From an optimization exercise on the open Yosys and OpenROAD flow, aimed at small area, a short achievable clock period and few clock cycles; shortcuts taken in it are not production practice.
Where RTL was checked, it was by simulation tests only, not by an equivalence proof against the original.
No functional check of the RTL was part of run 2.
No activity file was given, so power comes from the tool's default toggle rates.

## flow/design.v (module list and top-level ports; edited modules follow where they fit)
// module csum_codec: 1258 lines
// module csum_mdec: 32 lines
// module csum_fa: 10 lines
module csum_codec (
    input  wire         clk,
    input  wire         rst,
    input  wire         start,
    input  wire [31:0]  cmd,
    input  wire [7:0]   blen,
    input  wire [623:0] frame,
    output wire         ready,
    output reg          done,
    output wire [7:0]   status,
    output wire [15:0]  value
);
  // ...
==> flow/flow/run.sh <==
#!/bin/bash
# The standard layout, with the port buffers made as buf_1 cells (every
# input and output port still gets its own buffer).
set -euo pipefail
export BUFFER_PORTS_ARGS="-buffer_cell sky130_fd_sc_hd__buf_1"
bash standard.sh synth > synth.log 2>&1
bash standard.sh finish > layout.log 2>&1
==> flow/standard.sh <==
#!/bin/bash
# synth_recipe.tcl (not shown) runs the flow's synth.tcl, then flattens the netlist and writes it again
# the make line also repeats each setting of config.mk as NAME=value (left out here)
make -C /OpenROAD-flow-scripts/flow DESIGN_CONFIG=/design/flow/config.mk WORK_HOME=/design/flow/orfs CLKGATE_MAP_FILE= SYNTH_SCRIPT=/design/flow/synth_recipe.tcl "${@:-finish}"
==> flow/config.mk <==
export PLATFORM = sky130hd
export DESIGN_NAME = csum_codec
export DESIGN_NICKNAME = csum_codec
export VERILOG_FILES = /design/flow/design.v
export SDC_FILE = /design/flow/constraint.sdc
export NUM_CORES = 4
export LEC_CHECK = 0
export CAP_MARGIN = 20
export CORE_AREA = 10 10 250 250
export CTS_BUF_LIST = sky130_fd_sc_hd__clkbuf_8
export CTS_CLUSTER_DIAMETER = 150
export CTS_CLUSTER_SIZE = 24
export DIE_AREA = 0 0 260 260
export GPL_ROUTABILITY_DRIVEN = 0
export SETUP_SLACK_MARGIN = 2.5
export SLEW_MARGIN = 20
export SYNTH_HIERARCHICAL = 1
==> flow/constraint.sdc <==
create_clock -name core_clock -period 8.0 [get_ports {clk}]
set_input_delay 1.6000 -clock core_clock [delete_from_list [all_inputs] [get_ports {clk}]]
set_output_delay 1.6000 -clock core_clock [all_outputs]
set_load 0.01 [all_outputs]
==> results.txt, run 1 <==
* Status: timing/DRC/antenna clean
* CP Capture Type: register
* WL met2 at 44.8 mm
* CTS max path bufs at 2
* Min Tclk post-route at 5.50 ns
* P_seq at 885 uW
* Detailed Place HPWL at 87.5 mm
* Seq cells at 71
* Pint at 5680 uW
* Synth async-reset ratio at 0%
* Power per cell area at 556 nW/um^2
* Placed insts at 3113
* Root buffer cell: clkbuf_8
* Most flop-heavy register: rq
* P_sw at 7220 uW
* Multi-input gate area at 16500 um^2
* Crit path cell chain: clkbuf_4 -> clkbuf_16 -> a21oi_4 -> o21ai_0 -> buf_4 -> nand2_1 -> fa_1 -> fa_1 -> fa_1 -> fa_1 -> fa_1 -> fa_1
* Hold_buf cts at 0
* Reg clk slew, reported paths at 0.09 ns
* Post-route ant nets at 0
* Most frequent cells in the layout: buf_1 (679), nand2_1 (540), fa_1 (520)
* Htree depth at 3
* Synth Area in Simple Gates at 16.0%
* Number of global-route vias before repair at 20.0k
* # clk buffers at 9
* Worst Skew at 0.0000200 ns
* Post-Layout Cell Count at 3203
* Critical R2R Launch: rdy$_DFF_P_
* Seq/total area at 6.13%
* Hold Fails Final Rpt at 0
* Count of warnings emitted by yosys at 7
* Startpoint types: primary input
Testbench counts, summed over its fixed seeds: cycles 3,200.
==> inputs of run 2 (changes only) <==
--- a/flow/design.v
+++ b/flow/design.v
@@ -16,24 +16,25 @@
     wire [31:0] len_field  = {frame[10*8 +: 8], frame[11*8 +: 8],
                               frame[12*8 +: 8], frame[13*8 +: 8]};
     wire cmd_legal = (cmd[31:8] == 24'd0) &&
                      (cmd[7:0] == 8'h01 || cmd[7:0] == 8'h02);
     wire runt      = (blen < HDR_BYTES);
     wire oversize  = (len_field > MAX_PAYLOAD);
     wire truncated = ({1'b0, blen} < (9'd14 + {2'b00, len_field[6:0]}));
     wire frame_bad = runt || oversize || truncated;
-    wire [63:0] m;
-    csum_mdec mdec (.len7(frame[13*8 +: 7]), .m(m));
+    wire [63:0] ml, mh;
+    csum_mdec mdec_l (.len7(frame[13*8 +: 7]), .m(ml));
+    csum_mdec mdec_h (.len7(frame[13*8 +: 7]), .m(mh));
     genvar gi;
     reg  [511:0] pn;
     integer j;
     always @(*)
         for (j = 0; j < 64; j = j + 1)
-            pn[8*j +: 8] = ~(frame[8*(14+j) +: 8] & {8{m[j]}});
+            pn[8*j +: 8] = ~(frame[8*(14+j) +: 8] & {{4{mh[j]}}, {4{ml[j]}}});
     wire ff_in = (csum_field == 16'hFFFF);
     wire [15:0] fvn = (cmd[1] && !ff_in) ? ~csum_field : 16'hFFFF;
     wire hs0, hc0;
     csum_fa hfa0 (.a(frame[24]), .b(frame[40]), .c(frame[56]), .s(hs0), .co(hc0));
     wire hs1, hc1;
     csum_fa hfa1 (.a(frame[25]), .b(frame[41]), .c(frame[57]), .s(hs1), .co(hc1));
     wire hs2, hc2;
     csum_fa hfa2 (.a(frame[10]), .b(frame[26]), .c(frame[42]), .s(hs2), .co(hc2));
==> flow/config.mk (replaced) <==
export PLATFORM = sky130hd
export DESIGN_NAME = csum_codec
export DESIGN_NICKNAME = csum_codec
export VERILOG_FILES = /design/flow/design.v
export SDC_FILE = /design/flow/constraint.sdc
export NUM_CORES = 4
export LEC_CHECK = 0
export CAP_MARGIN = 20
export CORE_AREA = 10 10 250 250
export DIE_AREA = 0 0 260 260
export SETUP_SLACK_MARGIN = 2.5
export SLEW_MARGIN = 20
export SYNTH_HIERARCHICAL = 1
==> run 2 against run 1 <==
  * Synthesized cell count grew 2.7%
  * Wire length rose by 13%
  * Cell area rose by 5.3%
  * Critical endpoint is now rq[35]$_DFF_P_
  * Sequential power up 3.8%
  * Sequential share of layout area fell by 0.31 points
  * Critical path depth stayed put
==> results.txt, run 2 <==
* Power per cell area at 527 nW/um^2 (-5.1%)
* RSZ-0062 raised after global routing: yes
* Final worst path period share at 69.2%
* Combinational fraction of design power at 89.7%
* Pint at 5610 uW (-1.1%)
* DRT Wirelength at 113 mm
* Commonest non-fill, non-tap cell in the layout: buf_1
* Setup tns final at 0 ns
* Post-synth top cells: fa_1 (576), nand2_1 (573), inv_1 (87), dfxtp_1 (71), o21ai_0 (68)
* Sw frac at 56.4%
* Most frequent cells in the layout: buf_1 (680), nand2_1 (544), fa_1 (488)
* Die height at 260 um
* Critical path's top delay family: adder cells
* CP max stage cell: fa_2
* FP Rows at 87
* Layout cells sized above 1 at 14.2%
* Rel. slew slack at 30.2%
* Dominant combinational cell family by area after synthesis: adder cells
* Die ar. at 67600 um^2
* Peak VDD IR at 0.436 mV
* Crit path DAT at 5.73 ns
* Critical path's largest stage delay at 0.62 ns
* Register area share after synthesis at 7.60%
* Fin. max-slew vios at 0
* Total power at 12900 uW
* Clock latency on the worst-skew pair at 0.34 ns
* Synth area leaders: fa_1 (62%), nand2_1 (12%), dfxtp_1 (7.6%)
* Core region area at 56700 um^2
* CTS tree: built
* Slew @ Worst Pin at 1.04 ns
* Starting Density at 33.0%
* Chip width at 260 um
* WS Path Type: primary input to register
* Number of flip-flops under the largest register name at 64
* Number of synthesized flops with an enable pin at 0
* Remaining Overflow, GRT at 0
* Mux cell area share after synthesis at 0%
* Lkg Pwr at 0.00915 uW
* Max Fclk at 181 MHz
* CTS max path bufs at 2 (unchanged)
* Clk pwr share at 3.1%
* Netlist cell types at 53
* Drc violations at 0
* Primary FF master, synth: dfxtp_1
* Number of iterations in the first detailed-routing pass at 5
* Avg Cell Area, Syn at 10.6 um^2
* Cell mode on critical path: fa_1
* Seq cells post-synth at 71
* Synth Area in Simple Gates at 16.7% (+0.70 points)
* Largest net degree at the start of global routing at 23
* Synth async-reset ratio at 0% (unchanged)
* DR WL/cell at 34.4 um
* Root buffer cell: clkbuf_16
* Hold_buf cts at 0 (unchanged)
* Count of warnings emitted by yosys at 7 (unchanged)
* Min Tclk post-route at 5.53 ns (+0.0291 ns)
* Fillers at 5636
* First-iteration detailed-routing DRC count at 1794
* Gate Count Post-Synth at 1765
* Worst Skew at 0.0000270 ns (+0.00000691 ns)
* Status: timing/DRC/antenna clean
* All-Layer GR Usage at 32.5%
* Number of global-route vias before repair at 20.4k (+1.9%)
* Buffers plus inverters on the worst setup path at 3
* Htree depth at 3 (unchanged)
* I/O pin count at 693
* Maxcap violations at 0
* Detailed Place HPWL at 104 mm (+19%)
* Worst-path fanout max at 19
* DR vias/cell at 5.43
* Via Count at 17.9k
* Most flop-heavy register: rq
* Placer congestion estimate at 1.05
* Startpoint types: primary input
* Compound-Gate Fraction of Synth Area at 6.63%
* Final core occ at 43.1%
* Nets at 3809
* Post-Syn Area at 18700 um^2
* Synth area leader: fa_1
* Post-route ant nets at 0 (unchanged)
* Final setup violation count at 0
* Worst Hold Class: register to register
* Most frequent cell after synthesis: fa_1
* Layout area overhead at 30.6%
* Adder-cell share of the synthesized area at 64.4%
* CTS buffer count at 9
* CTS sink count at 71
* Hold Fails Final Rpt at 0 (unchanged)
* Crit path cell chain: clkbuf_16 -> clkbuf_16 -> nor4_4 -> buf_6 -> nand2_2 -> nand2_1 -> fa_1 -> fa_2 -> fa_1 -> fa_2 -> fa_1 -> fa_1
* First-pass GRT wire length at 154 mm
* Worst Path Required at 8.20 ns
* Antenna violations before repair at 8
* Post-synth top area share at 61.7%
* P_sw at 7260 uW (+0.65%)
* Seq pwr share at 7.1%
* Reg clk slew, reported paths at 0.06 ns (-0.03 ns)
* CP Capture Type: register
* Port Buffers at 687
* XOR/XNOR share of the synthesized area at 0.937%
-- run 2: area by class of cell --
class	instances	area (um^2)	share of cell area, %
multi-input cells	1563	17600	72.0
repair buffers	793	3810	15.6
flip-flops and latches	71	1420	5.82
well taps	756	946	3.87
inverters	88	349	1.43
clock buffers	9	225	0.922
clock inverters	7	65.1	0.266
diodes	6	15.0	0.0615
-- run 2: logic make-up after synthesis --
logic type | count (synthesis)
AND/OR/NAND/NOR | 719
adder cells (fa/ha/maj) | 616
AO/OA/AOI/OAI | 200
buffers and inverters | 138
flip-flops | 71
XOR/XNOR | 20
other | 1
-- run 2: path summary, 6_finish.rpt --
path,startpoint,to,slack [ns],cells after the start
hold reg to reg,rdy$_DFF_P_,done$_SDFF_PP0_,0.49,1
setup / recovery,frame[108],rq[35]$_DFF_P_,2.47,12
hold / removal,rdy$_DFF_P_,done$_SDFF_PP0_,0.49,1
setup reg to reg,rdy$_DFF_P_,done$_SDFF_PP0_,7.46,1
-- run 2: Yosys stat by module (local to each module, per instance) --
module      flip-flops and latches  cells inside  copies in the design  area [um^2]
csum_fa                          0             1                   576         20.0
csum_codec                      71           995                     1         6020
csum_mdec                        0            97                     2          572
-- run 2: metal layers --
layer	share of wire (%)	vias up	GRT usage [%]	wire length (um)
li1	-	7219	-	-
met1	39	9362	41.5	44700
met2	48	1124	53.6	54100
met3	9.1	184	8.18	10300
met4	3.6	6	9.81	4120
met5	0.034	-	0	38
-- run 2: power groups by stage --
| stage | clock (uW) | combinational, uW | sequential [uW] |
|---|---|---|---|
| floorplan | 0 | 7670 | 850 |
| global placement | 0 | 10900 | 924 |
| detailed placement | 0 | 11000 | 924 |
| CTS | 409 | 11200 | 916 |
| global route | 421 | 12600 | 943 |
| finish | 401 | 11600 | 919 |
-- run 2: timing repair --
action                     4_1_cts  5_1_grt
pin swaps                       46       66
buffers inserted                53       24
setup endpoints to repair       79       46
gates cloned                     4        5
resized for setup              225      123
-- run 2: per-stage QoR --
step	hold slack (ns)	setup slack (ns)	area (um^2)	cells
floorplan	0.506	2.51	18700	1769
global placement	0.469	0.932	22000	3183
detailed placement	0.470	0.956	22000	3185
CTS	0.489	2.49	23600	3258
global route	0.510	2.47	24400	3292
finish	0.486	2.47	24400	3293

-- re-timing with driven ports --
The results above use ideal ports. As a check the final layouts listed here were re-extracted and re-timed, cells and wires unchanged. Step 1 (the two cells are an assumption about what drives the block):
set clk [get_ports {clk}]
set_driving_cell -lib_cell sky130_fd_sc_hd__clkbuf_16 $clk
set_driving_cell -lib_cell sky130_fd_sc_hd__buf_2 [delete_from_list [all_inputs] $clk]
Step 2 adds t to the input delays and takes it off the output delays; t is the mean of the earliest and latest rising clock arrival at the registers after step 1. Input paths then give back, and output paths get back, about the clock's delay inside the block. Slacks: ideal / step 1 / step 2; pairs: ideal / step 1.
run | t, ns | setup WS [ns] | hold slack, ns | worst data-port slew with drivers (ns)
run 1 | 0.428 | 2.497 / 2.516 / 2.087 | 0.486 / 0.486 / 0.486 | 0.17
run 2 | 0.390 | 2.468 / 2.346 / 1.956 | 0.486 / 0.486 / 0.486 | 0.21
After both steps setup and hold are still met in every run listed. The setup slack of run 2, which loses most, moves by -0.122 ns with the drivers and by -0.512 ns with both steps.
